What follows belongs to an exercise in optimizing a design on an open flow for small area, a short achievable clock period and few clock cycles per item; a production flow would make more cautious choices.
The RTL was checked by simulation tests, not by an equivalence proof against the original design.

--- flow/flow/run.sh ---
#!/bin/bash
set -euo pipefail
export SETUP_SLACK_MARGIN=6.0
bash standard.sh > standard_flow.log 2>&1
--- flow/standard.sh ---
#!/bin/bash
# synth_recipe.tcl (not shown) runs the flow's synth.tcl, then flattens the netlist and writes it again
# the make line also repeats each setting of config.mk as NAME=value (left out here)
make -C /OpenROAD-flow-scripts/flow DESIGN_CONFIG=/design/flow/config.mk WORK_HOME=/design/flow/orfs CLKGATE_MAP_FILE= SYNTH_SCRIPT=/design/flow/synth_recipe.tcl "${@:-finish}"
--- flow/config.mk ---
export PLATFORM = sky130hd
export DESIGN_NAME = aes_ecb_core
export DESIGN_NICKNAME = aes_ecb_core
export VERILOG_FILES = /design/flow/design.v
export SDC_FILE = /design/flow/constraint.sdc
export NUM_CORES = 4
export LEC_CHECK = 0
export CAP_MARGIN = 20
export CORE_MARGIN = 2
export CORE_UTILIZATION = 55
export CTS_BUF_LIST = sky130_fd_sc_hd__clkbuf_8
export CTS_CLUSTER_SIZE = 20
export PLACE_DENSITY = 0.7
export SLEW_MARGIN = 20
export SYNTH_HIERARCHICAL = 1
--- flow/constraint.sdc ---
create_clock -name core_clock -period 11.0 [get_ports {clk}]
set_input_delay 2.2000 -clock core_clock [delete_from_list [all_inputs] [get_ports {clk}]]
set_output_delay 2.2000 -clock core_clock [all_outputs]
set_load 0.01 [all_outputs]
--- flow/design.v ---
module aes_g_xor (input a, input b, output y);
  assign y = a ^ b;
endmodule
module aes_g_xnor (input a, input b, output y);
  assign y = ~(a ^ b);
endmodule
module aes_g_nand (input a, input b, output y);
  assign y = ~(a & b);
endmodule
module aes_g_nor (input a, input b, output y);
  assign y = ~(a | b);
endmodule
module aes_g_andn (input a, input b, output y);
  assign y = ~a & b;
endmodule
module aes_sbox (
  input  [7:0] x,
  output [7:0] y
);
  wire U0 = x[7], U1 = x[6], U2 = x[5], U3 = x[4];
  wire U4 = x[3], U5 = x[2], U6 = x[1], U7 = x[0];
  wire T1;
  aes_g_xor g0 (.a(U0), .b(U3), .y(T1));
  wire T2;
  aes_g_xor g1 (.a(U0), .b(U5), .y(T2));
  wire T3;
  aes_g_xor g2 (.a(U0), .b(U6), .y(T3));
  wire T4;
  aes_g_xor g3 (.a(U3), .b(U5), .y(T4));
  wire T5;
  aes_g_xor g4 (.a(U4), .b(U6), .y(T5));
  wire T6;
  aes_g_xor g5 (.a(T1), .b(T5), .y(T6));
  wire T7;
  aes_g_xor g6 (.a(U1), .b(U2), .y(T7));
  wire T8;
  aes_g_xor g7 (.a(U7), .b(T6), .y(T8));
  wire T9;
  aes_g_xor g8 (.a(U7), .b(T7), .y(T9));
  wire T10;
  aes_g_xor g9 (.a(T6), .b(T7), .y(T10));
  wire T11;
  aes_g_xor g10 (.a(U1), .b(U5), .y(T11));
  wire T12;
  aes_g_xnor g11 (.a(U2), .b(U5), .y(T12));
  wire T13;
  aes_g_xor g12 (.a(T3), .b(T4), .y(T13));
  wire T14;
  aes_g_xor g13 (.a(T6), .b(T11), .y(T14));
  wire T15;
  aes_g_xor g14 (.a(T5), .b(T11), .y(T15));
  wire T16;
  aes_g_xnor g15 (.a(T5), .b(T12), .y(T16));
  wire T17;
  aes_g_xor g16 (.a(T9), .b(T16), .y(T17));
  wire T18;
  aes_g_xor g17 (.a(U3), .b(U7), .y(T18));
  wire T19;
  aes_g_xor g18 (.a(T7), .b(T18), .y(T19));
  wire T20;
  aes_g_xor g19 (.a(T1), .b(T19), .y(T20));
  wire T21;
  aes_g_xor g20 (.a(U6), .b(U7), .y(T21));
  wire T22;
  aes_g_xor g21 (.a(T7), .b(T21), .y(T22));
  wire T23;
  aes_g_xor g22 (.a(T2), .b(T22), .y(T23));
  wire T24;
  aes_g_xor g23 (.a(T2), .b(T10), .y(T24));
  wire T25;
  aes_g_xor g24 (.a(T20), .b(T17), .y(T25));
  wire T26;
  aes_g_xor g25 (.a(T3), .b(T16), .y(T26));
  wire T27;
  aes_g_xnor g26 (.a(T1), .b(T12), .y(T27));
  wire M1;
  aes_g_nand g27 (.a(T13), .b(T6), .y(M1));
  wire M2;
  aes_g_nand g28 (.a(T23), .b(T8), .y(M2));
  wire M3;
  aes_g_xor g29 (.a(T14), .b(M1), .y(M3));
  wire M4;
  aes_g_nand g30 (.a(T19), .b(U7), .y(M4));
  wire M5;
  aes_g_xnor g31 (.a(M4), .b(M1), .y(M5));
  wire M6;
  aes_g_nand g32 (.a(T3), .b(T16), .y(M6));
  wire M7;
  aes_g_nand g33 (.a(T22), .b(T9), .y(M7));
  wire M8;
  aes_g_xor g34 (.a(T26), .b(M6), .y(M8));
  wire M9;
  aes_g_nand g35 (.a(T20), .b(T17), .y(M9));
  wire M10;
  aes_g_xor g36 (.a(M9), .b(M6), .y(M10));
  wire M11;
  aes_g_nand g37 (.a(T1), .b(T15), .y(M11));
  wire M12;
  aes_g_nand g38 (.a(T4), .b(T27), .y(M12));
  wire M13;
  aes_g_xor g39 (.a(M12), .b(M11), .y(M13));
  wire M14;
  aes_g_nand g40 (.a(T2), .b(T10), .y(M14));
  wire M15;
  aes_g_xor g41 (.a(M14), .b(M11), .y(M15));
  wire M16;
  aes_g_xnor g42 (.a(M3), .b(M2), .y(M16));
  wire M17;
  aes_g_xnor g43 (.a(M5), .b(T24), .y(M17));
  wire M18;
  aes_g_xnor g44 (.a(M8), .b(M7), .y(M18));
  wire M19;
  aes_g_xnor g45 (.a(M10), .b(M15), .y(M19));
  wire M20;
  aes_g_xnor g46 (.a(M16), .b(M13), .y(M20));
  wire M21;
  aes_g_xor g47 (.a(M17), .b(M15), .y(M21));
  wire M22;
  aes_g_xnor g48 (.a(M18), .b(M13), .y(M22));
  wire M23;
  aes_g_xnor g49 (.a(M19), .b(T25), .y(M23));
  wire M24;
  aes_g_xnor g50 (.a(M22), .b(M23), .y(M24));
  wire M25;
  aes_g_nand g51 (.a(M22), .b(M20), .y(M25));
  wire M26;
  aes_g_xor g52 (.a(M21), .b(M25), .y(M26));
  wire M27;
  aes_g_xnor g53 (.a(M20), .b(M21), .y(M27));
  wire M28;
  aes_g_xor g54 (.a(M23), .b(M25), .y(M28));
  wire M29;
  aes_g_nor g55 (.a(M28), .b(M27), .y(M29));
  wire M30;
  aes_g_nor g56 (.a(M26), .b(M24), .y(M30));
  wire M31;
  aes_g_nand g57 (.a(M20), .b(M23), .y(M31));
  wire M32;
  aes_g_nor g58 (.a(M27), .b(M31), .y(M32));
  wire M33;
  aes_g_xor g59 (.a(M27), .b(M25), .y(M33));
  wire M34;
  aes_g_nand g60 (.a(M21), .b(M22), .y(M34));
  wire M35;
  aes_g_nor g61 (.a(M24), .b(M34), .y(M35));
  wire M36;
  aes_g_xor g62 (.a(M24), .b(M25), .y(M36));
  wire M37;
  aes_g_xor g63 (.a(M21), .b(M29), .y(M37));
  wire M38;
  aes_g_xor g64 (.a(M32), .b(M33), .y(M38));
  wire M39;
  aes_g_xor g65 (.a(M23), .b(M30), .y(M39));
  wire M40;
  aes_g_xor g66 (.a(M35), .b(M36), .y(M40));
  wire M41;
  aes_g_xor g67 (.a(M38), .b(M40), .y(M41));
  wire M42;
  aes_g_xor g68 (.a(M37), .b(M39), .y(M42));
  wire M43;
  aes_g_xor g69 (.a(M37), .b(M38), .y(M43));
  wire M44;
  aes_g_xor g70 (.a(M39), .b(M40), .y(M44));
  wire M45;
  aes_g_xor g71 (.a(M42), .b(M41), .y(M45));
  wire M46;
  aes_g_nand g72 (.a(M44), .b(T6), .y(M46));
  wire M47;
  aes_g_nand g73 (.a(M40), .b(T8), .y(M47));
  wire M48;
  aes_g_nand g74 (.a(M39), .b(U7), .y(M48));
  wire M49;
  aes_g_nand g75 (.a(M43), .b(T16), .y(M49));
  wire M50;
  aes_g_nand g76 (.a(M38), .b(T9), .y(M50));
  wire M51;
  aes_g_nand g77 (.a(M37), .b(T17), .y(M51));
  wire M52;
  aes_g_nand g78 (.a(M42), .b(T15), .y(M52));
  wire M53;
  aes_g_nand g79 (.a(M45), .b(T27), .y(M53));
  wire M54;
  aes_g_nand g80 (.a(M41), .b(T10), .y(M54));
  wire M55;
  aes_g_nand g81 (.a(M44), .b(T13), .y(M55));
  wire M56;
  aes_g_nand g82 (.a(M40), .b(T23), .y(M56));
  wire M57;
  aes_g_nand g83 (.a(M39), .b(T19), .y(M57));
  wire M58;
  aes_g_nand g84 (.a(M43), .b(T3), .y(M58));
  wire M59;
  aes_g_nand g85 (.a(M38), .b(T22), .y(M59));
  wire M60;
  aes_g_nand g86 (.a(M37), .b(T20), .y(M60));
  wire M61;
  aes_g_nand g87 (.a(M42), .b(T1), .y(M61));
  wire M62;
  aes_g_nand g88 (.a(M45), .b(T4), .y(M62));
  wire M63;
  aes_g_nand g89 (.a(M41), .b(T2), .y(M63));
  wire L0;
  aes_g_xor g90 (.a(M61), .b(M62), .y(L0));
  wire L1;
  aes_g_xnor g91 (.a(M50), .b(M56), .y(L1));
  wire L2;
  aes_g_xor g92 (.a(M46), .b(M48), .y(L2));
  wire L3;
  aes_g_xnor g93 (.a(M47), .b(M55), .y(L3));
  wire L4;
  aes_g_xor g94 (.a(M54), .b(M58), .y(L4));
  wire L5;
  aes_g_xnor g95 (.a(M49), .b(M61), .y(L5));
  wire L6;
  aes_g_xnor g96 (.a(M62), .b(L5), .y(L6));
  wire L7;
  aes_g_xor g97 (.a(M46), .b(L3), .y(L7));
  wire L8;
  aes_g_xnor g98 (.a(M51), .b(M59), .y(L8));
  wire L9;
  aes_g_xnor g99 (.a(M52), .b(M53), .y(L9));
  wire L10;
  aes_g_xnor g100 (.a(M53), .b(L4), .y(L10));
  wire L11;
  aes_g_xor g101 (.a(M60), .b(L2), .y(L11));
  wire L12;
  aes_g_xnor g102 (.a(M48), .b(M51), .y(L12));
  wire L13;
  aes_g_xor g103 (.a(M50), .b(L0), .y(L13));
  wire L14;
  aes_g_xnor g104 (.a(M52), .b(M61), .y(L14));
  wire L15;
  aes_g_xor g105 (.a(M55), .b(L1), .y(L15));
  wire L16;
  aes_g_xnor g106 (.a(M56), .b(L0), .y(L16));
  wire L17;
  aes_g_xor g107 (.a(M57), .b(L1), .y(L17));
  wire L18;
  aes_g_xor g108 (.a(M58), .b(L8), .y(L18));
  wire L19;
  aes_g_xnor g109 (.a(M63), .b(L4), .y(L19));
  wire L20;
  aes_g_xnor g110 (.a(L0), .b(L1), .y(L20));
  wire L21;
  aes_g_xnor g111 (.a(L1), .b(L7), .y(L21));
  wire L22;
  aes_g_xor g112 (.a(L3), .b(L12), .y(L22));
  wire L23;
  aes_g_xor g113 (.a(L18), .b(L2), .y(L23));
  wire L24;
  aes_g_xor g114 (.a(L15), .b(L9), .y(L24));
  wire L25;
  aes_g_xnor g115 (.a(L6), .b(L10), .y(L25));
  wire L26;
  aes_g_xnor g116 (.a(L7), .b(L9), .y(L26));
  wire L27;
  aes_g_xnor g117 (.a(L8), .b(L10), .y(L27));
  wire L28;
  aes_g_xnor g118 (.a(L11), .b(L14), .y(L28));
  wire L29;
  aes_g_xnor g119 (.a(L11), .b(L17), .y(L29));
  wire S0;
  aes_g_xor g120 (.a(L6), .b(L24), .y(S0));
  wire S1;
  aes_g_xnor g121 (.a(L16), .b(L26), .y(S1));
  wire S2;
  aes_g_xor g122 (.a(L19), .b(L28), .y(S2));
  wire S3;
  aes_g_xnor g123 (.a(L6), .b(L21), .y(S3));
  wire S4;
  aes_g_xor g124 (.a(L20), .b(L22), .y(S4));
  wire S5;
  aes_g_xor g125 (.a(L25), .b(L29), .y(S5));
  wire S6;
  aes_g_xor g126 (.a(L13), .b(L27), .y(S6));
  wire S7;
  aes_g_xor g127 (.a(L6), .b(L23), .y(S7));
  assign y = {S0, S1, S2, S3, S4, S5, S6, S7};
endmodule
module aes_invaff (
  input  [7:0] b,
  output [7:0] y
);
  wire p25, p36, p47, p03, p14;
  aes_g_xor  g0 (.a(b[2]), .b(b[5]), .y(p25));
  aes_g_xor  g1 (.a(b[3]), .b(b[6]), .y(p36));
  aes_g_xor  g2 (.a(b[4]), .b(b[7]), .y(p47));
  aes_g_xor  g3 (.a(b[0]), .b(b[3]), .y(p03));
  aes_g_xor  g4 (.a(b[1]), .b(b[4]), .y(p14));
  aes_g_xnor g5 (.a(p25), .b(b[7]), .y(y[0]));
  aes_g_xor  g6 (.a(p36), .b(b[0]), .y(y[1]));
  aes_g_xnor g7 (.a(p47), .b(b[1]), .y(y[2]));
  aes_g_xor  g8 (.a(p25), .b(b[0]), .y(y[3]));
  aes_g_xor  g9 (.a(p36), .b(b[1]), .y(y[4]));
  aes_g_xor  g10 (.a(p47), .b(b[2]), .y(y[5]));
  aes_g_xor  g11 (.a(p03), .b(b[5]), .y(y[6]));
  aes_g_xor  g12 (.a(p14), .b(b[6]), .y(y[7]));
endmodule
module aes_sbox_pre (
  input  [7:0] xe,
  input  [7:0] xd,
  input        enc,
  output [7:0] y
);
  wire [7:0] d;
  aes_invaff u_ia (.b(xd), .y(d));
  assign y = enc ? xe : d;
endmodule
module aes_x8 (input [7:0] a, input [7:0] b, output [7:0] y);
  assign y = a ^ b;
endmodule
module aes_xt (input [7:0] a, output [7:0] y);
  assign y = {a[6:0], 1'b0} ^ (a[7] ? 8'h1b : 8'h00);
endmodule
module aes_mc_col (
  input  [7:0] a0, a1, a2, a3,
  output [7:0] y0, y1, y2, y3
);
  wire [7:0] p01, p12, p23, p30, x0, x1, x2, x3, q0, q1, q2, q3;
  aes_x8 u_p01 (.a(a0), .b(a1), .y(p01));
  aes_x8 u_p12 (.a(a1), .b(a2), .y(p12));
  aes_x8 u_p23 (.a(a2), .b(a3), .y(p23));
  aes_x8 u_p30 (.a(a3), .b(a0), .y(p30));
  aes_xt u_x0 (.a(p01), .y(x0));
  aes_xt u_x1 (.a(p12), .y(x1));
  aes_xt u_x2 (.a(p23), .y(x2));
  aes_xt u_x3 (.a(p30), .y(x3));
  aes_x8 u_q0 (.a(a1), .b(p23), .y(q0));
  aes_x8 u_q1 (.a(a2), .b(p30), .y(q1));
  aes_x8 u_q2 (.a(a3), .b(p01), .y(q2));
  aes_x8 u_q3 (.a(a0), .b(p12), .y(q3));
  aes_x8 u_y0 (.a(q0), .b(x0), .y(y0));
  aes_x8 u_y1 (.a(q1), .b(x1), .y(y1));
  aes_x8 u_y2 (.a(q2), .b(x2), .y(y2));
  aes_x8 u_y3 (.a(q3), .b(x3), .y(y3));
endmodule
module aes_corr (
  input  [7:0] a0, a1, a2, a3,
  output [7:0] w, z
);
  function [7:0] m4(input [7:0] a);    
    m4 = {a[5:0], 2'b00} ^ (a[7] ? 8'h36 : 8'h00) ^ (a[6] ? 8'h1b : 8'h00);
  endfunction
  function [7:0] m8(input [7:0] a);    
    m8 = {a[4:0], 3'b000} ^ (a[7] ? 8'h6c : 8'h00) ^ (a[6] ? 8'h36 : 8'h00) ^ (a[5] ? 8'h1b : 8'h00);
  endfunction
  wire [7:0] e = a0 ^ a2;
  wire [7:0] f = a1 ^ a3;
  wire [7:0] s8 = m8(e ^ f);
  assign w = s8 ^ m4(e);
  assign z = s8 ^ m4(f);
endmodule
module aes_round_pre (
  input  [127:0] st_in,
  input          enc,
  output [127:0] u
);
  genvar i;
  generate
    for (i = 0; i < 16; i = i + 1) begin : g_pre
      localparam integer R = i % 4;
      localparam integer C = i / 4;
      localparam integer SE = R + 4 * ((C + R) % 4);       
      localparam integer SD = R + 4 * ((C - R + 4) % 4);   
      aes_sbox_pre u_pre (.xe(st_in[127-8*SE -: 8]), .xd(st_in[127-8*SD -: 8]),
                          .enc(enc), .y(u[127-8*i -: 8]));
    end
  endgenerate
endmodule
module aes_round1 (
  input  [127:0] u,
  output [127:0] sy
);
  genvar i;
  generate
    for (i = 0; i < 16; i = i + 1) begin : g_sub
      aes_sbox u_sbox (.x(u[127-8*i -: 8]), .y(sy[127-8*i -: 8]));
    end
  endgenerate
endmodule
module aes_round2 (
  input  [127:0] sy,
  input  [127:0] rkey,
  input  [3:0]   dec,
  input  [3:0]   last,
  output [127:0] st_out
);
  wire [127:0] sb;     
  wire [127:0] ark;    
  wire [127:0] y;      
  wire [127:0] mc;
  wire [127:0] kk;     
  wire [127:0] mk;
  genvar i;
  generate
    for (i = 0; i < 16; i = i + 1) begin : g_byte
      localparam integer C = i / 4;
      wire [7:0] ia;
      aes_invaff u_ia (.b(sy[127-8*i -: 8]), .y(ia));
      assign sb[127-8*i -: 8] = dec[C] ? ia : sy[127-8*i -: 8];
      aes_x8 u_ark (.a(sb[127-8*i -: 8]), .b(rkey[127-8*i -: 8]), .y(ark[127-8*i -: 8]));
      assign y[127-8*i -: 8] = dec[C] ? ark[127-8*i -: 8] : sb[127-8*i -: 8];
      aes_x8 u_mk (.a(mc[127-8*i -: 8]), .b(kk[127-8*i -: 8]), .y(mk[127-8*i -: 8]));
      assign st_out[127-8*i -: 8] = last[C] ? ark[127-8*i -: 8] : mk[127-8*i -: 8];
    end
    for (i = 0; i < 4; i = i + 1) begin : g_mix
      wire [7:0] w, z;
      aes_corr u_corr (.a0(ark[127-32*i -: 8]), .a1(ark[119-32*i -: 8]),
                       .a2(ark[111-32*i -: 8]), .a3(ark[103-32*i -: 8]), .w(w), .z(z));
      assign kk[127-32*i -: 32] = dec[i] ? {w, z, w, z} : rkey[127-32*i -: 32];
      aes_mc_col u_mc (.a0(y[127-32*i -: 8]), .a1(y[119-32*i -: 8]),
                       .a2(y[111-32*i -: 8]), .a3(y[103-32*i -: 8]),
                       .y0(mc[127-32*i -: 8]), .y1(mc[119-32*i -: 8]),
                       .y2(mc[111-32*i -: 8]), .y3(mc[103-32*i -: 8]));
    end
  endgenerate
endmodule
module aes_key_ctl_s (
  input            dec,
  input      [1:0] klen,
  input      [3:0] rnd,
  output reg [7:0] sin_sel    
);
  always @(*) begin
    case ({dec, klen, rnd})
      7'b0000000: sin_sel = {1'b1, 7'b0100000};
      7'b0000001: sin_sel = {1'b1, 7'b0000001};
      7'b0000010: sin_sel = {1'b1, 7'b0000001};
      7'b0000011: sin_sel = {1'b1, 7'b0000001};
      7'b0000100: sin_sel = {1'b1, 7'b0000001};
      7'b0000101: sin_sel = {1'b1, 7'b0000001};
      7'b0000110: sin_sel = {1'b1, 7'b0000001};
      7'b0000111: sin_sel = {1'b1, 7'b0000001};
      7'b0001000: sin_sel = {1'b1, 7'b0000001};
      7'b0001001: sin_sel = {1'b1, 7'b0000001};
      7'b0001010: sin_sel = {1'b1, 7'b0000001};
      7'b0001011: sin_sel = {1'b1, 7'b0000001};
      7'b0001100: sin_sel = {1'b1, 7'b0000001};
      7'b0001101: sin_sel = {1'b1, 7'b0000001};
      7'b0001110: sin_sel = {1'b1, 7'b0000001};
      7'b0001111: sin_sel = {1'b1, 7'b0000001};
      7'b0010000: sin_sel = {1'b1, 7'b1000000};
      7'b0010001: sin_sel = {1'b0, 7'b0000001};
      7'b0010010: sin_sel = {1'b1, 7'b0000001};
      7'b0010011: sin_sel = {1'b1, 7'b0000010};
      7'b0010100: sin_sel = {1'b0, 7'b0000001};
      7'b0010101: sin_sel = {1'b1, 7'b0000001};
      7'b0010110: sin_sel = {1'b1, 7'b0000010};
      7'b0010111: sin_sel = {1'b0, 7'b0000001};
      7'b0011000: sin_sel = {1'b1, 7'b0000001};
      7'b0011001: sin_sel = {1'b1, 7'b0000010};
      7'b0011010: sin_sel = {1'b0, 7'b0000001};
      7'b0011011: sin_sel = {1'b1, 7'b0000001};
      7'b0011100: sin_sel = {1'b1, 7'b0000010};
      7'b0011101: sin_sel = {1'b0, 7'b0000001};
      7'b0011110: sin_sel = {1'b1, 7'b0000001};
      7'b0011111: sin_sel = {1'b1, 7'b0000010};
      7'b0100000: sin_sel = {1'b1, 7'b1000000};
      7'b0100001: sin_sel = {1'b1, 7'b0000001};
      7'b0100010: sin_sel = {1'b0, 7'b0000001};
      7'b0100011: sin_sel = {1'b1, 7'b0000001};
      7'b0100100: sin_sel = {1'b0, 7'b0000001};
      7'b0100101: sin_sel = {1'b1, 7'b0000001};
      7'b0100110: sin_sel = {1'b0, 7'b0000001};
      7'b0100111: sin_sel = {1'b1, 7'b0000001};
      7'b0101000: sin_sel = {1'b0, 7'b0000001};
      7'b0101001: sin_sel = {1'b1, 7'b0000001};
      7'b0101010: sin_sel = {1'b0, 7'b0000001};
      7'b0101011: sin_sel = {1'b1, 7'b0000001};
      7'b0101100: sin_sel = {1'b0, 7'b0000001};
      7'b0101101: sin_sel = {1'b1, 7'b0000001};
      7'b0101110: sin_sel = {1'b0, 7'b0000001};
      7'b0101111: sin_sel = {1'b1, 7'b0000001};
      7'b1000000: sin_sel = {1'b1, 7'b0000100};
      7'b1000001: sin_sel = {1'b1, 7'b0000100};
      7'b1000010: sin_sel = {1'b1, 7'b0000100};
      7'b1000011: sin_sel = {1'b1, 7'b0000100};
      7'b1000100: sin_sel = {1'b1, 7'b0000100};
      7'b1000101: sin_sel = {1'b1, 7'b0000100};
      7'b1000110: sin_sel = {1'b1, 7'b0000100};
      7'b1000111: sin_sel = {1'b1, 7'b0000100};
      7'b1001000: sin_sel = {1'b1, 7'b0000100};
      7'b1001001: sin_sel = {1'b1, 7'b0000100};
      7'b1001010: sin_sel = {1'b1, 7'b0000100};
      7'b1001011: sin_sel = {1'b1, 7'b0000100};
      7'b1001100: sin_sel = {1'b1, 7'b0000100};
      7'b1001101: sin_sel = {1'b1, 7'b0000100};
      7'b1001110: sin_sel = {1'b1, 7'b0000100};
      7'b1001111: sin_sel = {1'b1, 7'b0000100};
      7'b1010000: sin_sel = {1'b0, 7'b0000001};
      7'b1010001: sin_sel = {1'b1, 7'b0010000};
      7'b1010010: sin_sel = {1'b1, 7'b0001000};
      7'b1010011: sin_sel = {1'b0, 7'b0000001};
      7'b1010100: sin_sel = {1'b1, 7'b0010000};
      7'b1010101: sin_sel = {1'b1, 7'b0001000};
      7'b1010110: sin_sel = {1'b0, 7'b0000001};
      7'b1010111: sin_sel = {1'b1, 7'b0010000};
      7'b1011000: sin_sel = {1'b1, 7'b0001000};
      7'b1011001: sin_sel = {1'b0, 7'b0000001};
      7'b1011010: sin_sel = {1'b1, 7'b0010000};
      7'b1011011: sin_sel = {1'b1, 7'b0001000};
      7'b1011100: sin_sel = {1'b0, 7'b0000001};
      7'b1011101: sin_sel = {1'b1, 7'b0010000};
      7'b1011110: sin_sel = {1'b1, 7'b0001000};
      7'b1011111: sin_sel = {1'b0, 7'b0000001};
      7'b1100000: sin_sel = {1'b0, 7'b0001000};
      7'b1100001: sin_sel = {1'b1, 7'b0001000};
      7'b1100010: sin_sel = {1'b0, 7'b0001000};
      7'b1100011: sin_sel = {1'b1, 7'b0001000};
      7'b1100100: sin_sel = {1'b0, 7'b0001000};
      7'b1100101: sin_sel = {1'b1, 7'b0001000};
      7'b1100110: sin_sel = {1'b0, 7'b0001000};
      7'b1100111: sin_sel = {1'b1, 7'b0001000};
      7'b1101000: sin_sel = {1'b0, 7'b0001000};
      7'b1101001: sin_sel = {1'b1, 7'b0001000};
      7'b1101010: sin_sel = {1'b0, 7'b0001000};
      7'b1101011: sin_sel = {1'b1, 7'b0001000};
      7'b1101100: sin_sel = {1'b0, 7'b0001000};
      7'b1101101: sin_sel = {1'b1, 7'b0001000};
      7'b1101110: sin_sel = {1'b0, 7'b0001000};
      7'b1101111: sin_sel = {1'b1, 7'b0001000};
      default: sin_sel = 8'd0;
    endcase
  end
endmodule
module aes_key_ctl_x (
  input             dec,
  input      [1:0]  klen,
  input      [3:0]  rnd,
  output     [29:0] ctl
);
  reg [14:0] ctl_a;
  reg [14:0] ctl_b;
  always @(*) begin
    case ({dec, klen, rnd})
      7'b0000000: ctl_a = {5'b00001, 5'b00001, 5'b00001};
      7'b0000001: ctl_a = {5'b00001, 5'b00001, 5'b00001};
      7'b0000010: ctl_a = {5'b00001, 5'b00001, 5'b00001};
      7'b0000011: ctl_a = {5'b00001, 5'b00001, 5'b00001};
      7'b0000100: ctl_a = {5'b00001, 5'b00001, 5'b00001};
      7'b0000101: ctl_a = {5'b00001, 5'b00001, 5'b00001};
      7'b0000110: ctl_a = {5'b00001, 5'b00001, 5'b00001};
      7'b0000111: ctl_a = {5'b00001, 5'b00001, 5'b00001};
      7'b0001000: ctl_a = {5'b00001, 5'b00001, 5'b00001};
      7'b0001001: ctl_a = {5'b00001, 5'b00001, 5'b00001};
      7'b0001010: ctl_a = {5'b00001, 5'b00001, 5'b00001};
      7'b0001011: ctl_a = {5'b00001, 5'b00001, 5'b00001};
      7'b0001100: ctl_a = {5'b00001, 5'b00001, 5'b00001};
      7'b0001101: ctl_a = {5'b00001, 5'b00001, 5'b00001};
      7'b0001110: ctl_a = {5'b00001, 5'b00001, 5'b00001};
      7'b0001111: ctl_a = {5'b00001, 5'b00001, 5'b00001};
      7'b0010000: ctl_a = {5'b00001, 5'b00001, 5'b00001};
      7'b0010001: ctl_a = {5'b00010, 5'b00001, 5'b00001};
      7'b0010010: ctl_a = {5'b00001, 5'b00001, 5'b00001};
      7'b0010011: ctl_a = {5'b00010, 5'b00001, 5'b00010};
      7'b0010100: ctl_a = {5'b00010, 5'b00001, 5'b00001};
      7'b0010101: ctl_a = {5'b00001, 5'b00001, 5'b00001};
      7'b0010110: ctl_a = {5'b00010, 5'b00001, 5'b00010};
      7'b0010111: ctl_a = {5'b00010, 5'b00001, 5'b00001};
      7'b0011000: ctl_a = {5'b00001, 5'b00001, 5'b00001};
      7'b0011001: ctl_a = {5'b00010, 5'b00001, 5'b00010};
      7'b0011010: ctl_a = {5'b00010, 5'b00001, 5'b00001};
      7'b0011011: ctl_a = {5'b00001, 5'b00001, 5'b00001};
      7'b0011100: ctl_a = {5'b00010, 5'b00001, 5'b00010};
      7'b0011101: ctl_a = {5'b00010, 5'b00001, 5'b00001};
      7'b0011110: ctl_a = {5'b00001, 5'b00001, 5'b00001};
      7'b0011111: ctl_a = {5'b00010, 5'b00001, 5'b00010};
      7'b0100000: ctl_a = {5'b00001, 5'b00001, 5'b00001};
      7'b0100001: ctl_a = {5'b00001, 5'b00001, 5'b00001};
      7'b0100010: ctl_a = {5'b00001, 5'b00001, 5'b00001};
      7'b0100011: ctl_a = {5'b00001, 5'b00001, 5'b00001};
      7'b0100100: ctl_a = {5'b00001, 5'b00001, 5'b00001};
      7'b0100101: ctl_a = {5'b00001, 5'b00001, 5'b00001};
      7'b0100110: ctl_a = {5'b00001, 5'b00001, 5'b00001};
      7'b0100111: ctl_a = {5'b00001, 5'b00001, 5'b00001};
      7'b0101000: ctl_a = {5'b00001, 5'b00001, 5'b00001};
      7'b0101001: ctl_a = {5'b00001, 5'b00001, 5'b00001};
      7'b0101010: ctl_a = {5'b00001, 5'b00001, 5'b00001};
      7'b0101011: ctl_a = {5'b00001, 5'b00001, 5'b00001};
      7'b0101100: ctl_a = {5'b00001, 5'b00001, 5'b00001};
      7'b0101101: ctl_a = {5'b00001, 5'b00001, 5'b00001};
      7'b0101110: ctl_a = {5'b00001, 5'b00001, 5'b00001};
      7'b0101111: ctl_a = {5'b00001, 5'b00001, 5'b00001};
      7'b1000000: ctl_a = {5'b10000, 5'b01000, 5'b10000};
      7'b1000001: ctl_a = {5'b10000, 5'b01000, 5'b10000};
      7'b1000010: ctl_a = {5'b10000, 5'b01000, 5'b10000};
      7'b1000011: ctl_a = {5'b10000, 5'b01000, 5'b10000};
      7'b1000100: ctl_a = {5'b10000, 5'b01000, 5'b10000};
      7'b1000101: ctl_a = {5'b10000, 5'b01000, 5'b10000};
      7'b1000110: ctl_a = {5'b10000, 5'b01000, 5'b10000};
      7'b1000111: ctl_a = {5'b10000, 5'b01000, 5'b10000};
      7'b1001000: ctl_a = {5'b10000, 5'b01000, 5'b10000};
      7'b1001001: ctl_a = {5'b10000, 5'b01000, 5'b10000};
      7'b1001010: ctl_a = {5'b10000, 5'b01000, 5'b10000};
      7'b1001011: ctl_a = {5'b10000, 5'b01000, 5'b10000};
      7'b1001100: ctl_a = {5'b10000, 5'b01000, 5'b10000};
      7'b1001101: ctl_a = {5'b10000, 5'b01000, 5'b10000};
      7'b1001110: ctl_a = {5'b10000, 5'b01000, 5'b10000};
      7'b1001111: ctl_a = {5'b10000, 5'b01000, 5'b10000};
      7'b1010000: ctl_a = {5'b01000, 5'b00100, 5'b01000};
      7'b1010001: ctl_a = {5'b01000, 5'b00100, 5'b01000};
      7'b1010010: ctl_a = {5'b01000, 5'b10000, 5'b01000};
      7'b1010011: ctl_a = {5'b01000, 5'b00100, 5'b01000};
      7'b1010100: ctl_a = {5'b01000, 5'b00100, 5'b01000};
      7'b1010101: ctl_a = {5'b01000, 5'b10000, 5'b01000};
      7'b1010110: ctl_a = {5'b01000, 5'b00100, 5'b01000};
      7'b1010111: ctl_a = {5'b01000, 5'b00100, 5'b01000};
      7'b1011000: ctl_a = {5'b01000, 5'b10000, 5'b01000};
      7'b1011001: ctl_a = {5'b01000, 5'b00100, 5'b01000};
      7'b1011010: ctl_a = {5'b01000, 5'b00100, 5'b01000};
      7'b1011011: ctl_a = {5'b01000, 5'b10000, 5'b01000};
      7'b1011100: ctl_a = {5'b01000, 5'b00100, 5'b01000};
      7'b1011101: ctl_a = {5'b01000, 5'b00100, 5'b01000};
      7'b1011110: ctl_a = {5'b01000, 5'b10000, 5'b01000};
      7'b1011111: ctl_a = {5'b01000, 5'b00100, 5'b01000};
      7'b1100000: ctl_a = {5'b00100, 5'b00010, 5'b00100};
      7'b1100001: ctl_a = {5'b00100, 5'b00010, 5'b00100};
      7'b1100010: ctl_a = {5'b00100, 5'b00010, 5'b00100};
      7'b1100011: ctl_a = {5'b00100, 5'b00010, 5'b00100};
      7'b1100100: ctl_a = {5'b00100, 5'b00010, 5'b00100};
      7'b1100101: ctl_a = {5'b00100, 5'b00010, 5'b00100};
      7'b1100110: ctl_a = {5'b00100, 5'b00010, 5'b00100};
      7'b1100111: ctl_a = {5'b00100, 5'b00010, 5'b00100};
      7'b1101000: ctl_a = {5'b00100, 5'b00010, 5'b00100};
      7'b1101001: ctl_a = {5'b00100, 5'b00010, 5'b00100};
      7'b1101010: ctl_a = {5'b00100, 5'b00010, 5'b00100};
      7'b1101011: ctl_a = {5'b00100, 5'b00010, 5'b00100};
      7'b1101100: ctl_a = {5'b00100, 5'b00010, 5'b00100};
      7'b1101101: ctl_a = {5'b00100, 5'b00010, 5'b00100};
      7'b1101110: ctl_a = {5'b00100, 5'b00010, 5'b00100};
      7'b1101111: ctl_a = {5'b00100, 5'b00010, 5'b00100};
      default: ctl_a = 15'd0;
    endcase
  end
  always @(*) begin
    case ({dec, klen, rnd})
      7'b0000000: ctl_b = {3'b001, 3'b001, 1'b1, 8'h01};
      7'b0000001: ctl_b = {3'b001, 3'b100, 1'b1, 8'h02};
      7'b0000010: ctl_b = {3'b001, 3'b100, 1'b1, 8'h04};
      7'b0000011: ctl_b = {3'b001, 3'b100, 1'b1, 8'h08};
      7'b0000100: ctl_b = {3'b001, 3'b100, 1'b1, 8'h10};
      7'b0000101: ctl_b = {3'b001, 3'b100, 1'b1, 8'h20};
      7'b0000110: ctl_b = {3'b001, 3'b100, 1'b1, 8'h40};
      7'b0000111: ctl_b = {3'b001, 3'b100, 1'b1, 8'h80};
      7'b0001000: ctl_b = {3'b001, 3'b100, 1'b1, 8'h1b};
      7'b0001001: ctl_b = {3'b001, 3'b100, 1'b1, 8'h36};
      7'b0001010: ctl_b = {3'b001, 3'b100, 1'b1, 8'h6c};
      7'b0001011: ctl_b = {3'b001, 3'b100, 1'b1, 8'hd8};
      7'b0001100: ctl_b = {3'b001, 3'b100, 1'b1, 8'hab};
      7'b0001101: ctl_b = {3'b001, 3'b100, 1'b1, 8'h4d};
      7'b0001110: ctl_b = {3'b001, 3'b100, 1'b1, 8'h9a};
      7'b0001111: ctl_b = {3'b001, 3'b100, 1'b1, 8'h8d};
      7'b0010000: ctl_b = {3'b001, 3'b001, 1'b1, 8'h01};
      7'b0010001: ctl_b = {3'b001, 3'b010, 1'b0, 8'h00};
      7'b0010010: ctl_b = {3'b001, 3'b010, 1'b1, 8'h02};
      7'b0010011: ctl_b = {3'b001, 3'b010, 1'b1, 8'h04};
      7'b0010100: ctl_b = {3'b001, 3'b010, 1'b0, 8'h00};
      7'b0010101: ctl_b = {3'b001, 3'b010, 1'b1, 8'h08};
      7'b0010110: ctl_b = {3'b001, 3'b010, 1'b1, 8'h10};
      7'b0010111: ctl_b = {3'b001, 3'b010, 1'b0, 8'h00};
      7'b0011000: ctl_b = {3'b001, 3'b010, 1'b1, 8'h20};
      7'b0011001: ctl_b = {3'b001, 3'b010, 1'b1, 8'h40};
      7'b0011010: ctl_b = {3'b001, 3'b010, 1'b0, 8'h00};
      7'b0011011: ctl_b = {3'b001, 3'b010, 1'b1, 8'h80};
      7'b0011100: ctl_b = {3'b001, 3'b010, 1'b1, 8'h1b};
      7'b0011101: ctl_b = {3'b001, 3'b010, 1'b0, 8'h00};
      7'b0011110: ctl_b = {3'b001, 3'b010, 1'b1, 8'h36};
      7'b0011111: ctl_b = {3'b001, 3'b010, 1'b1, 8'h6c};
      7'b0100000: ctl_b = {3'b001, 3'b001, 1'b1, 8'h01};
      7'b0100001: ctl_b = {3'b001, 3'b001, 1'b1, 8'h01};
      7'b0100010: ctl_b = {3'b001, 3'b001, 1'b0, 8'h00};
      7'b0100011: ctl_b = {3'b001, 3'b001, 1'b1, 8'h02};
      7'b0100100: ctl_b = {3'b001, 3'b001, 1'b0, 8'h00};
      7'b0100101: ctl_b = {3'b001, 3'b001, 1'b1, 8'h04};
      7'b0100110: ctl_b = {3'b001, 3'b001, 1'b0, 8'h00};
      7'b0100111: ctl_b = {3'b001, 3'b001, 1'b1, 8'h08};
      7'b0101000: ctl_b = {3'b001, 3'b001, 1'b0, 8'h00};
      7'b0101001: ctl_b = {3'b001, 3'b001, 1'b1, 8'h10};
      7'b0101010: ctl_b = {3'b001, 3'b001, 1'b0, 8'h00};
      7'b0101011: ctl_b = {3'b001, 3'b001, 1'b1, 8'h20};
      7'b0101100: ctl_b = {3'b001, 3'b001, 1'b0, 8'h00};
      7'b0101101: ctl_b = {3'b001, 3'b001, 1'b1, 8'h40};
      7'b0101110: ctl_b = {3'b001, 3'b001, 1'b0, 8'h00};
      7'b0101111: ctl_b = {3'b001, 3'b001, 1'b1, 8'h80};
      7'b1000000: ctl_b = {3'b010, 3'b100, 1'b1, 8'h8d};
      7'b1000001: ctl_b = {3'b010, 3'b100, 1'b1, 8'h01};
      7'b1000010: ctl_b = {3'b010, 3'b100, 1'b1, 8'h02};
      7'b1000011: ctl_b = {3'b010, 3'b100, 1'b1, 8'h04};
      7'b1000100: ctl_b = {3'b010, 3'b100, 1'b1, 8'h08};
      7'b1000101: ctl_b = {3'b010, 3'b100, 1'b1, 8'h10};
      7'b1000110: ctl_b = {3'b010, 3'b100, 1'b1, 8'h20};
      7'b1000111: ctl_b = {3'b010, 3'b100, 1'b1, 8'h40};
      7'b1001000: ctl_b = {3'b010, 3'b100, 1'b1, 8'h80};
      7'b1001001: ctl_b = {3'b010, 3'b100, 1'b1, 8'h1b};
      7'b1001010: ctl_b = {3'b010, 3'b100, 1'b1, 8'h36};
      7'b1001011: ctl_b = {3'b010, 3'b100, 1'b1, 8'h6c};
      7'b1001100: ctl_b = {3'b010, 3'b100, 1'b1, 8'hd8};
      7'b1001101: ctl_b = {3'b010, 3'b100, 1'b1, 8'hab};
      7'b1001110: ctl_b = {3'b010, 3'b100, 1'b1, 8'h4d};
      7'b1001111: ctl_b = {3'b010, 3'b100, 1'b1, 8'h9a};
      7'b1010000: ctl_b = {3'b100, 3'b010, 1'b0, 8'h00};
      7'b1010001: ctl_b = {3'b010, 3'b010, 1'b1, 8'h01};
      7'b1010010: ctl_b = {3'b100, 3'b010, 1'b1, 8'h02};
      7'b1010011: ctl_b = {3'b100, 3'b010, 1'b0, 8'h00};
      7'b1010100: ctl_b = {3'b010, 3'b010, 1'b1, 8'h04};
      7'b1010101: ctl_b = {3'b100, 3'b010, 1'b1, 8'h08};
      7'b1010110: ctl_b = {3'b100, 3'b010, 1'b0, 8'h00};
      7'b1010111: ctl_b = {3'b010, 3'b010, 1'b1, 8'h10};
      7'b1011000: ctl_b = {3'b100, 3'b010, 1'b1, 8'h20};
      7'b1011001: ctl_b = {3'b100, 3'b010, 1'b0, 8'h00};
      7'b1011010: ctl_b = {3'b010, 3'b010, 1'b1, 8'h40};
      7'b1011011: ctl_b = {3'b100, 3'b010, 1'b1, 8'h80};
      7'b1011100: ctl_b = {3'b100, 3'b010, 1'b0, 8'h00};
      7'b1011101: ctl_b = {3'b010, 3'b010, 1'b1, 8'h1b};
      7'b1011110: ctl_b = {3'b100, 3'b010, 1'b1, 8'h36};
      7'b1011111: ctl_b = {3'b100, 3'b010, 1'b0, 8'h00};
      7'b1100000: ctl_b = {3'b010, 3'b001, 1'b0, 8'h00};
      7'b1100001: ctl_b = {3'b010, 3'b001, 1'b1, 8'h01};
      7'b1100010: ctl_b = {3'b010, 3'b001, 1'b0, 8'h00};
      7'b1100011: ctl_b = {3'b010, 3'b001, 1'b1, 8'h02};
      7'b1100100: ctl_b = {3'b010, 3'b001, 1'b0, 8'h00};
      7'b1100101: ctl_b = {3'b010, 3'b001, 1'b1, 8'h04};
      7'b1100110: ctl_b = {3'b010, 3'b001, 1'b0, 8'h00};
      7'b1100111: ctl_b = {3'b010, 3'b001, 1'b1, 8'h08};
      7'b1101000: ctl_b = {3'b010, 3'b001, 1'b0, 8'h00};
      7'b1101001: ctl_b = {3'b010, 3'b001, 1'b1, 8'h10};
      7'b1101010: ctl_b = {3'b010, 3'b001, 1'b0, 8'h00};
      7'b1101011: ctl_b = {3'b010, 3'b001, 1'b1, 8'h20};
      7'b1101100: ctl_b = {3'b010, 3'b001, 1'b0, 8'h00};
      7'b1101101: ctl_b = {3'b010, 3'b001, 1'b1, 8'h40};
      7'b1101110: ctl_b = {3'b010, 3'b001, 1'b0, 8'h00};
      7'b1101111: ctl_b = {3'b010, 3'b001, 1'b1, 8'h80};
      default: ctl_b = 15'd0;
    endcase
  end
  assign ctl = {ctl_a, ctl_b};
endmodule
module aes_key_sin (
  input  [255:0] r,
  input  [6:0]   sin_sel,    
  output [31:0]  sin
);
  wire [31:0] s2 = r[191:160], s3 = r[159:128];
  wire [31:0] s4 = r[127:96],  s5 = r[95:64],   s6 = r[63:32],   s7 = r[31:0];
  assign sin = ({32{sin_sel[0]}} & s7) | ({32{sin_sel[1]}} & (s3 ^ s2 ^ s7)) |
               ({32{sin_sel[2]}} & (s4 ^ s5)) | ({32{sin_sel[3]}} & s4) |
               ({32{sin_sel[4]}} & s6) | ({32{sin_sel[5]}} & s3) | ({32{sin_sel[6]}} & s5);
endmodule
module aes_key_sub (
  input  [31:0] sin,
  output [31:0] t
);
  genvar i;
  generate
    for (i = 0; i < 4; i = i + 1) begin : g_sub
      aes_sbox u_sbox (.x(sin[31-8*i -: 8]), .y(t[31-8*i -: 8]));
    end
  endgenerate
endmodule
module aes_key_step (
  input  [255:0] r,
  input  [31:0]  sw,      
  input  [36:0]  ctl,
  output [127:0] nw       
);
  wire [31:0] t = {sw[31:24] ^ ctl[7:0], sw[23:0]};    
  wire [31:0] s0 = r[255:224], s1 = r[223:192], s2 = r[191:160], s3 = r[159:128];
  wire [31:0] s4 = r[127:96],  s5 = r[95:64],   s6 = r[63:32],   s7 = r[31:0];
  wire [4:0] x0s = ctl[29:25];
  wire [4:0] x1s = ctl[24:20];
  wire [4:0] x2s = ctl[19:15];
  wire [2:0] x3s = ctl[14:12];
  wire [2:0] bs  = ctl[11:9];
  wire [31:0] b0 = ({32{bs[0]}} & s0) | ({32{bs[1]}} & s2) | ({32{bs[2]}} & s4);
  wire [31:0] b1 = ({32{bs[0]}} & s1) | ({32{bs[1]}} & s3) | ({32{bs[2]}} & s5);
  wire [31:0] b2 = ({32{bs[0]}} & s2) | ({32{bs[1]}} & s4) | ({32{bs[2]}} & s6);
  wire [31:0] b3 = ({32{bs[0]}} & s3) | ({32{bs[1]}} & s5) | ({32{bs[2]}} & s7);
  wire [31:0] n0, n1, n2, n3;
  wire [31:0] x0 = ({32{x0s[0]}} & t)  | ({32{x0s[1]}} & s7) | ({32{x0s[2]}} & s1) |
                   ({32{x0s[3]}} & s3) | ({32{x0s[4]}} & s5);
  wire [31:0] x1 = ({32{x1s[0]}} & n0) | ({32{x1s[1]}} & s2) | ({32{x1s[2]}} & s4) |
                   ({32{x1s[3]}} & s6) | ({32{x1s[4]}} & t);
  wire [31:0] x2 = ({32{x2s[0]}} & n1) | ({32{x2s[1]}} & t)  | ({32{x2s[2]}} & s3) |
                   ({32{x2s[3]}} & s5) | ({32{x2s[4]}} & s7);
  wire [31:0] x3 = ({32{x3s[0]}} & n2) | ({32{x3s[1]}} & t)  | ({32{x3s[2]}} & s6);
  assign n0 = b0 ^ x0;
  assign n1 = b1 ^ x1;
  assign n2 = b2 ^ x2;
  assign n3 = b3 ^ x3;
  assign nw = {n0, n1, n2, n3};
endmodule
module aes_ecb_core (
  input              clk,
  input              rst,         
  input              key_load,    
  input      [1:0]   key_len,
  input      [255:0] key_in,
  input              blk_start,   
  input              decrypt,     
  input      [127:0] blk_in,
  output             ready,
  output reg         done,        
  output     [127:0] blk_out
);
  reg          ph;        
  reg  [1:0]   klen;      
  reg  [255:0] k0;        
  reg          k0x;       
  reg  [255:0] ke;        
  reg          kev;       
  reg  [127:0] ib;
  reg          ibv;
  reg          ibdec;
  reg  [127:0] x, y, ob;
  reg          xv, yv;
  reg  [127:0] rk;        
  reg          sdec;      
  reg          slast;     
  reg  [3:0]   sdec_c;    
  reg  [3:0]   slast_c;   
  reg  [255:0] kr;        
  reg  [31:0]  ks;        
  reg  [31:0]  kt;        
  reg  [36:0]  kctl;      
  reg  [3:0]   kn;        
  reg          pact;      
  reg          kext;      
  reg          kprep;     
  reg          kph;       
  reg          pdec;      
  reg  [1:0]   pklen;
  reg          ecap;      
  reg          jstart;    
  wire [3:0] knr = (klen == 2'd0) ? 4'd10 : (klen == 2'd1) ? 4'd12 : 4'd14;
  wire [3:0] pnr = (pklen == 2'd0) ? 4'd10 : (pklen == 2'd1) ? 4'd12 : 4'd14;
  wire       last_n = (kn == (pdec ? 4'd0 : pnr));    
  wire [31:0]  t;
  wire [127:0] nw;
  aes_key_sub  u_ksub (.sin(ks), .t(t));
  aes_key_step u_kstp (.r(kr), .sw(kt), .ctl(kctl), .nw(nw));
  wire [255:0] kr_next = {kr[127:0], nw};
  wire [127:0] s1, s2, u;
  aes_round1 u_r1 (.u(x), .sy(s1));
  aes_round2 u_r2 (.sy(y), .rkey(rk),
                   .dec({sdec_c[0], ~sdec_c[1], sdec_c[2], ~sdec_c[3]}),
                   .last({slast_c[0], ~slast_c[1], slast_c[2], ~slast_c[3]}), .st_out(s2));
  aes_round_pre u_pre (.st_in((go_a | go_b) ? (ib ^ rk0) : s2),
                       .enc((go_a | go_b) ? ~ibdec : ~sdec), .u(u));
  wire [127:0] rk0 = ibdec ? {ke[159:128], ke[191:160], ke[223:192], ke[255:224]} : k0[255:128];
  wire kfree   = ~kext & ~kprep & (~pact | slast);
  wire can_go  = ~ph & kfree & ibv;
  wire can_go1 = ph & ~kext & ~kprep & (~pact | last_n) & ibv & ~jstart;
  wire go_ext  = (can_go | can_go1) & ~k0x;
  wire go_prep = (can_go | can_go1) & k0x & ibdec & ~kev;
  wire go_a    = can_go & k0x & ~(ibdec & ~kev);           
  wire go_b    = ph & jstart & ibv & (ibdec == pdec);      
  wire kedge   = (ph == kph);
  wire step    = kedge & (kext | kprep | (pact & ~slast));
  wire cap     = step & ~pdec & (kprep | ecap) & (kn == pnr - 4'd1);
  wire fin     = yv & slast;
  wire [255:0] kr_n    = (go_ext | go_prep) ? k0 : go_a ? (ibdec ? ke : k0) :
                         step ? kr_next : kr;
  wire [3:0]   kn_n    = go_ext ? 4'd0 : go_prep ? 4'd1 : go_a ? (ibdec ? knr - 4'd1 : 4'd1) :
                         step ? (pdec ? kn - 4'd1 : kn + 4'd1) : kn;
  wire         pdec_n  = (go_ext | go_prep) ? 1'b0 : go_a ? ibdec : pdec;
  wire [1:0]   pklen_n = (go_ext | go_prep | go_a) ? klen : pklen;
  wire [7:0]   sin_n;
  wire [29:0]  ctlx_n;
  aes_key_ctl_s u_kcs (.dec(pdec_n), .klen(pklen_n), .rnd(kn_n), .sin_sel(sin_n));
  aes_key_ctl_x u_kcx (.dec(pdec_n), .klen(pklen_n), .rnd(kn_n), .ctl(ctlx_n));
  wire [36:0]  kctl_n = {sin_n[6:0], ctlx_n};
  wire [3:0]   kn_step = pdec ? kn - 4'd1 : kn + 4'd1;
  wire [7:0]   sin_step;
  wire [31:0]  ks_step;
  aes_key_ctl_s u_kcs2 (.dec(pdec), .klen(pklen), .rnd(kn_step), .sin_sel(sin_step));
  aes_key_sin u_ksin (.r(kr_next), .sin_sel(sin_step[6:0]), .sin(ks_step));
  function [31:0] rotw(input [31:0] w);
    rotw = {w[23:0], w[31:24]};
  endfunction
  wire [31:0]  ks_n = go_ext ? rotw((klen == 2'd0) ? k0[159:128] : k0[95:64]) :
                      (go_prep | (go_a & ~ibdec)) ? rotw(k0[31:0]) :
                      go_a ? rotw((klen == 2'd0) ? (ke[127:96] ^ ke[95:64]) : ke[127:96]) :
                      step ? (sin_step[7] ? rotw(ks_step) : ks_step) : ks;
  assign ready   = ready_r;
  assign blk_out = ob;
  wire acc_key = key_load & ready_r;
  wire acc_blk = blk_start & ready_r & ~key_load;
  reg          ready_r;
  wire ph_nx     = ~ph;
  wire ibv_nx    = acc_blk | (ibv & ~(go_a | go_b));
  wire ibdec_nx  = acc_blk ? decrypt : ibdec;
  wire kext_nx   = go_ext | (kext & ~kedge);
  wire kprep_nx  = go_prep | (kprep & ~(kedge & (kn == pnr - 4'd1)));
  wire pact_nx   = go_a | (pact & ~(~ph & slast));
  wire slast_nx = ph ? last_n : slast;
  wire k0x_nx    = acc_key ? key_len[1] : (k0x | (kedge & kext));
  wire kev_nx    = ~acc_key & (kev | cap);
  wire jstart_nx = go_a;
  wire kfree_nx  = ~kext_nx & ~kprep_nx & (~pact_nx | slast_nx);
  wire go_a_nx   = ~ph_nx & kfree_nx & ibv_nx & k0x_nx & ~(ibdec_nx & ~kev_nx);
  wire go_b_nx   = ph_nx & jstart_nx & ibv_nx & (ibdec_nx == pdec_n);
  wire ready_nx  = ~ibv_nx | go_a_nx | go_b_nx;
  wire [255:0] ke_new = {kr_next[31:0], kr_next[63:32], kr_next[95:64], kr_next[127:96],
                         kr_next[159:128], kr_next[191:160], kr_next[223:192], kr_next[255:224]};
  always @(posedge clk) begin
    y  <= s1;
    x  <= u;
    kt <= t;
    ks <= ks_n;
    kctl <= kctl_n;
    ob <= s2;            
    sdec_c[3:2]  <= ph ? {~pdec, pdec} : sdec_c[1:0];
    slast_c[3:2] <= ph ? {~last_n, last_n} : slast_c[1:0];
    if (ph) begin
      rk    <= pdec ? {kr[31:0], kr[63:32], kr[95:64], kr[127:96]} : kr[127:0];
      sdec  <= pdec;
      slast <= last_n;
      sdec_c[1:0]  <= {~pdec, pdec};
      slast_c[1:0] <= {~last_n, last_n};
    end
  end
  always @(posedge clk) begin
    if (rst) begin
      ph     <= 1'b0;
      xv     <= 1'b0;
      yv     <= 1'b0;
      done   <= 1'b0;
      ibv    <= 1'b0;
      kev    <= 1'b0;
      k0x    <= 1'b0;
      pact   <= 1'b0;
      kext   <= 1'b0;
      kprep  <= 1'b0;
      jstart <= 1'b0;
      ready_r <= 1'b1;
    end else begin
      ready_r <= ready_nx;
      ph   <= ~ph;
      done <= fin;
      yv   <= xv;
      xv   <= go_a | go_b | (yv & ~slast);
      if (acc_blk) begin
        ib    <= blk_in;
        ibv   <= 1'b1;
        ibdec <= decrypt;
      end else if (go_a | go_b)
        ibv <= 1'b0;
      kr    <= kr_n;
      kn    <= kn_n;
      pdec  <= pdec_n;
      pklen <= pklen_n;
      if (kedge) begin
        if (kext) kext <= 1'b0;
        if (kprep & (kn == pnr - 4'd1)) kprep <= 1'b0;
      end
      if (~ph & pact & slast) pact <= 1'b0;
      jstart <= go_a;
      if (go_ext | go_prep) kph <= ph;
      if (go_ext)  kext  <= 1'b1;
      if (go_prep) kprep <= 1'b1;
      if (go_a) begin
        pact <= 1'b1;
        ecap <= 1'b1;
        kph  <= 1'b0;
      end
      if (acc_key) begin
        k0   <= key_in;
        klen <= key_len;
        k0x  <= key_len[1];
        kev  <= 1'b0;
        ecap <= 1'b0;
      end else begin
        if (cap) begin
          ke  <= ke_new;
          kev <= 1'b1;
        end
        if (kedge & kext) begin
          if (pklen == 2'd0) k0[127:0] <= nw;
          else               k0[63:0]  <= nw[127:64];
          k0x <= 1'b1;
        end
      end
    end
  end
endmodule
==> results of run 1 <==
==> critical path, stage by stage, from the launching register on <==
cell and delay (ns):
dfxtp_4 0.77, buf_4 0.60, a222oi_1 0.28, nor4b_1 0.33
mux2i_1 0.17, o211ai_4 0.23, mux2i_1 0.35, xor2_2 0.43
xor3_1 0.51, nand2_1 0.08, nand4_1 0.34, mux2i_1 0.42
a211o_1 0.18, a32oi_1 0.10
==> sequential cells by signal, summed over array words and instances, names as in the netlist, 128 cells and up <==
name and flops:
k0 256, ke 256, kr 256, ib 128, ob 128, rk 128
x 128, y 128
==> worst max path at each step <==
stage | slack, ns | end | cells past startpoint | start
final | 5.85 | ks[17] | 13 | kctl[9]
after global routing | 5.94 | y[81] | 16 | x[84]
after CTS | 5.99 | y[9] | 16 | x[12]
after detailed placement | 5.17 | ke[168] | 7 | key_load
after global placement | 5.23 | ke[168] | 7 | key_load
after floorplan | 3.81 | ke[0] | 6 | key_load
==> metrics by stage <==
step | utilization [%]
after floorplan | -
after global placement | 57.94
after detailed placement | 57.94
after CTS | 61.18
after global routing | 62.21
final | 62.22
==> metal layers <==
| layer | vias up | part of all wire (%) |
|---|---|---|
| li1 | 37620 | - |
| met1 | 43160 | 37 |
| met2 | 6753 | 42 |
| met3 | 1311 | 13 |
| met4 | 8 | 7.9 |
| met5 | - | 0.013 |
==> area by class of cell <==
cell class / instances / area, sq um
fillers: 16590 / 77450
clock buffers: 324 / 4459
well taps: 2688 / 3363
clock inverters: 173 / 1144
repair inverters: 1 / 8.758
diodes: 9 / 22.52
repair buffers: 728 / 7246
multi-input cells: 8328 / 69730
inverters: 31 / 146.4
flip-flops and latches: 1531 / 41430
==> what timing repair did <==
item | 4_1_cts | 5_1_grt
endpoints found under the setup margin | 409 | 303
cloned | 7 | 4
buffers inserted | 15 | 33
resized for setup | 116 | 244
pin swaps | 9 | 35
==> metrics.md, run 1 <==
| Metric | Value |
|---|---|
| Period minus WS final | `5.153 ns` |
| # DRC | `0` |
| Final period util | `46.84%` |
| Synth Instances | `10660` |
| Initial antenna violation count | `20` |
| Die Ht | `458.5 um` |
| Cell Area, Placed | `118800 sq um` |
| Clk buf depth | `4` |
| Worst hold path stage count | `1` |
| Final cell count without fillers | `13810` |
| Slew margin rel. | `6.605%` |
| Hold EP | `yv` |
| Synthesized cell area | `113600 sq um` |
| Number of buffers added on ports | `520` |
| Avg Cell Area, Syn | `10.66 sq um` |
| Max Slew Vio Count | `0` |
| Fin nets | `11320` |
| Drt wl/cell | `32.68 um` |
| Core area | `205000 sq um` |
| Routed WL | `451400 um` |
| Worst setup SP type | `flip-flop` |
| Cts bufs inserted | `289` |
| GR met2 Demand/Resource | `59.79%` |
| GR Overflow Total | `0` |
| Placer Congestion | `1.064` |
| Maximum number of pins on one net before global-route repair | `179` |
| Die area | `210200 sq um` |
| Vias | `88860` |
| Clock skew | `0.1247 ns` |
| Hold Crit Class | `flip-flop to flip-flop` |
| FMAX | `0.1941 GHz` |
| I/O pins | `521` |
| Crit path required time | `11.74 ns` |
| Layout area overhead | `12.26%` |
| Net Count, Synth | `11070` |
| TNS Setup | `0 ns` |
| Setup Crit Path Kind | `flip-flop to flip-flop` |
| FF-to-FF Start | `kctl[9]` |
| Commonest non-fill, non-tap cells in the layout | `2294 x xor2_1, 1330 x nand2_1, 1073 x edfxtp_1, 819 x xnor2_1, 520 x clkdlybuf4s50_1` |
| Hold buffers post-CTS | `0` |
| Crit end category | `flip-flop` |
| Share of layout cells above drive strength 1 | `17.45%` |
| CTS clock-pin slew for the worst setup and hold paths | `0.06 ns` |
| Critical-path maximum fanout | `43` |
| First-pass GRT wire length | `623900 um` |
| Most common cell after layout, fill and taps aside | `xor2_1` |
| Vias per cell | `6.433` |
| Hold path startpoint | `xv` |
| Depth of the CTS H-tree | `5` |
| Place WS | `5.173 ns` |
| Synth warn | `10` |
| Inst Count DP | `13250` |
| Status | `finished clean` |
| GR Layer Usage met3 | `11.97%` |
| Worst r2r dst | `ks[17]` |
| RSZ-0062 raised after global routing | `yes` |
| Final setup margin | `5.847 ns` |
| Endpoints failing setup | `0` |
| Reg2reg path depth | `13` |
| Hold Vio Cnt, Final | `0` |
| Worst slew pin tran | `1.362 ns` |
| Worst hold slack | `0.4386 ns` |
| CP Data Arrival Time | `5.89 ns` |
| Clock Latency Late Sink | `1.10 ns` |
| Vias in the first global route | `84720` |
| Drt first pass iters | `14` |
| Gr usage total | `41.14%` |
| Num rows | `166` |
| CTS tree | `yes` |
| R2R setup slack | `5.85 ns` |
| # clock sinks | `1531` |
| Width of the chip | `458.5 um` |
| M1 GR Usage | `53.75%` |
| Final Cell Area | `127600 sq um` |
| Root Driver | `clkbuf_8` |
| GR peak layer | `met2` |
| DRT iter0 DRCs | `14960` |
| Initial core utilization | `55.42%` |
| Max-Cap Viols | `0` |
| HPWL after DPL | `340100 um` |
| Antenna-violating nets left | `0` |
Testbench counts, summed over its fixed seeds: cycles 16,073, items 1,080.
==> run 2: changes to the inputs <==
==> flow/flow/run.sh (replaced) <==
#!/bin/bash
set -euo pipefail
export SETUP_SLACK_MARGIN=6.25
bash standard.sh > standard_flow.log 2>&1
==> metrics.md, run 2 <==
| Metric | Value |
|---|---|
| Status | `finished clean` |
| Initial antenna violation count | `21 (+5.0%)` |
| Hold EP | `yv` |
| Vias in the first global route | `85160 (+0.51%)` |
| Final Cell Area | `131600 sq um (+3.2%)` |
| Reg2reg path depth | `14 (+1)` |
| Crit path required time | `11.71 ns (-0.03 ns)` |
| I/O pins | `521 (unchanged)` |
| Clk buf depth | `4 (unchanged)` |
| Crit end category | `flip-flop` |
| Placer Congestion | `1.064 (unchanged)` |
| Die Ht | `458.5 um (unchanged)` |
| Synth warn | `10 (unchanged)` |
| Critical-path maximum fanout | `34 (-21%)` |
| Commonest non-fill, non-tap cells in the layout | `2099 x xor2_1, 1326 x nand2_1, 1073 x edfxtp_1, 758 x xnor2_1, 520 x clkdlybuf4s50_1` |
| Depth of the CTS H-tree | `5 (unchanged)` |
| Share of layout cells above drive strength 1 | `21.26% (+3.8 points)` |
| Avg Cell Area, Syn | `10.66 sq um (unchanged)` |
| Vias | `89420 (+0.63%)` |
| First-pass GRT wire length | `627400 um (+0.56%)` |
| CTS clock-pin slew for the worst setup and hold paths | `0.06 ns (about the same)` |
| Worst setup SP type | `flip-flop` |
| Period minus WS final | `4.809 ns (-0.3441 ns)` |
| # clock sinks | `1531 (unchanged)` |
| Synthesized cell area | `113600 sq um (unchanged)` |
| Layout area overhead | `15.80%` |
| Max-Cap Viols | `0 (unchanged)` |
| Final Util | `64.18% (+2.0 points)` |
| Antenna-violating nets left | `0 (unchanged)` |
| Fin nets | `11450 (+1.1%)` |
| CP Data Arrival Time | `5.52 ns (-0.37 ns)` |
| Endpoints failing setup | `0 (unchanged)` |
| # DRC | `0 (unchanged)` |
| Initial core utilization | `55.42% (unchanged)` |
| Clock skew | `0.1300 ns (+0.005238 ns)` |
| GR Overflow Total | `0 (unchanged)` |
| Most common cell after layout, fill and taps aside | `xor2_1` |
| Hold Vio Cnt, Final | `0 (unchanged)` |
| Top flop regs | `k0 (256), ke (256), kr (256)` |
| Worst slew pin tran | `1.299 ns (-0.06277 ns)` |
| Gr usage total | `41.42% (+0.28 points)` |
| Number of buffers added on ports | `520 (unchanged)` |
| Die area | `210200 sq um (unchanged)` |
| Root Driver | `clkbuf_8` |
| R2R setup slack | `6.19 ns (+0.34 ns)` |
| FF-to-FF Start | `kctl[20]` |
| Worst r2r dst | `ks[30]` |
| Setup Crit Path Kind | `flip-flop to flip-flop` |
| Drt first pass iters | `13 (-1)` |
| Drt wl/cell | `32.73 um (+0.15%)` |
| Routed WL | `456400 um (+1.1%)` |
| HPWL after DPL | `340100 um (unchanged)` |
| Num rows | `166 (unchanged)` |
| Max Slew Vio Count | `0 (unchanged)` |
| Width of the chip | `458.5 um (unchanged)` |
| Net Count, Synth | `11070 (unchanged)` |
| Vias per cell | `6.412 (-0.33%)` |
| Hold buffers post-CTS | `0 (unchanged)` |
| CTS tree | `yes` |
| Clock Latency Late Sink | `1.10 ns (about the same)` |
| DRT iter0 DRCs | `15080 (+0.78%)` |
| Hold path startpoint | `xv` |
| Maximum number of pins on one net before global-route repair | `179 (unchanged)` |
| Cell Area, Placed | `118800 sq um (unchanged)` |
| Cts bufs inserted | `289 (unchanged)` |
| FMAX | `0.2080 GHz (+7.2%)` |
| Worst hold path stage count | `1 (unchanged)` |
| Final period util | `43.71% (-3.1 points)` |
| Slew margin rel. | `10.91% (+4.3 points)` |
| Core area | `205000 sq um (unchanged)` |
| RSZ-0062 raised after global routing | `yes` |
| TNS Setup | `0 ns (unchanged)` |
| Synth Instances | `10660 (unchanged)` |
| Hold Crit Class | `flip-flop to flip-flop` |
run 2: layout make-up:
cell class | count | area (sq um)
diodes | 12 | 30.03
clock buffers | 324 | 4459
clock inverters | 173 | 1144
fillers | 16060 | 73430
inverters | 31 | 146.4
multi-input cells | 8328 | 72570
flip-flops and latches | 1531 | 41480
well taps | 2688 | 3363
repair buffers | 857 | 8357
repair inverters | 2 | 17.52
run 2: worst max path at each step:
| stage | from | endpoint | depth (start not counted) |
|---|---|---|---|
| after global routing | x[116] | y[113] | 16 |
| after floorplan | key_load | ke[0] | 6 |
| after CTS | ibdec | x[110] | 9 |
| final | kctl[20] | ks[30] | 14 |
| after global placement | key_load | ke[168] | 7 |
| after detailed placement | key_load | ke[168] | 7 |
run 2: stage by stage:
stage,cells,hold slack [ns],worst slack (ns)
floorplan,10660,0.4138,3.810
global placement,13250,0.4219,5.227
detailed placement,13250,0.4313,5.173
CTS,13800,0.4442,6.189
global route,13940,0.4656,6.069
finish,13950,0.4389,6.191
run 2: critical path, stage by stage (launching register included):
cell	delay [ns]
dfxtp_2	0.33
buf_6	0.31
inv_4	0.22
buf_4	0.30
nor4b_1	0.37
mux2i_1	0.14
o211ai_2	0.27
mux2i_1	0.35
xor2_2	0.44
xor3_1	0.54
nand2_1	0.09
nand4_1	0.39
mux2i_1	0.34
a211o_1	0.15
a32oi_1	0.10
run 2: metal layers:
| layer | routed length [um] | track usage, % |
|---|---|---|
| met1 | 169700 | 54.10 |
| met2 | 191300 | 60.29 |
| met3 | 58810 | 11.99 |
| met4 | 36530 | 25.75 |
| met5 | 77 | 0.3444 |
run 2: timing repair:
item	in CTS	in global routing
setup buffers	43	133
cloned	9	4
endpoints found under the setup margin	599	590
pin swaps	33	130
gates resized for setup	289	511

## separate check: timing with driven ports
The results above use ideal ports. As a check the final layouts listed here were re-extracted and re-timed, cells and wires unchanged. Step 1, drivers: a clkbuf_16 drives clk and a buf_2 each remaining input, both assumed. Step 2 also shifts input and output timing later by t, the mid clock arrival at the registers, as if the neighbouring blocks saw the same clock. Slacks: ideal ports / drivers / drivers and shift; pairs: ideal ports / drivers.
| run | t, ns | setup WS [ns] | clock arrival spread, ns |
|---|---|---|---|
| run 1 | 1.136 | 5.847 / 5.847 / 5.087 | 0.125 / 0.126 |
| run 2 | 1.131 | 6.191 / 6.191 / 5.329 | 0.130 / 0.131 |
After both steps every run listed still meets setup and hold. The setup slack of run 2, which loses most, moves by 0.000 ns with the drivers and by -0.862 ns with both steps.
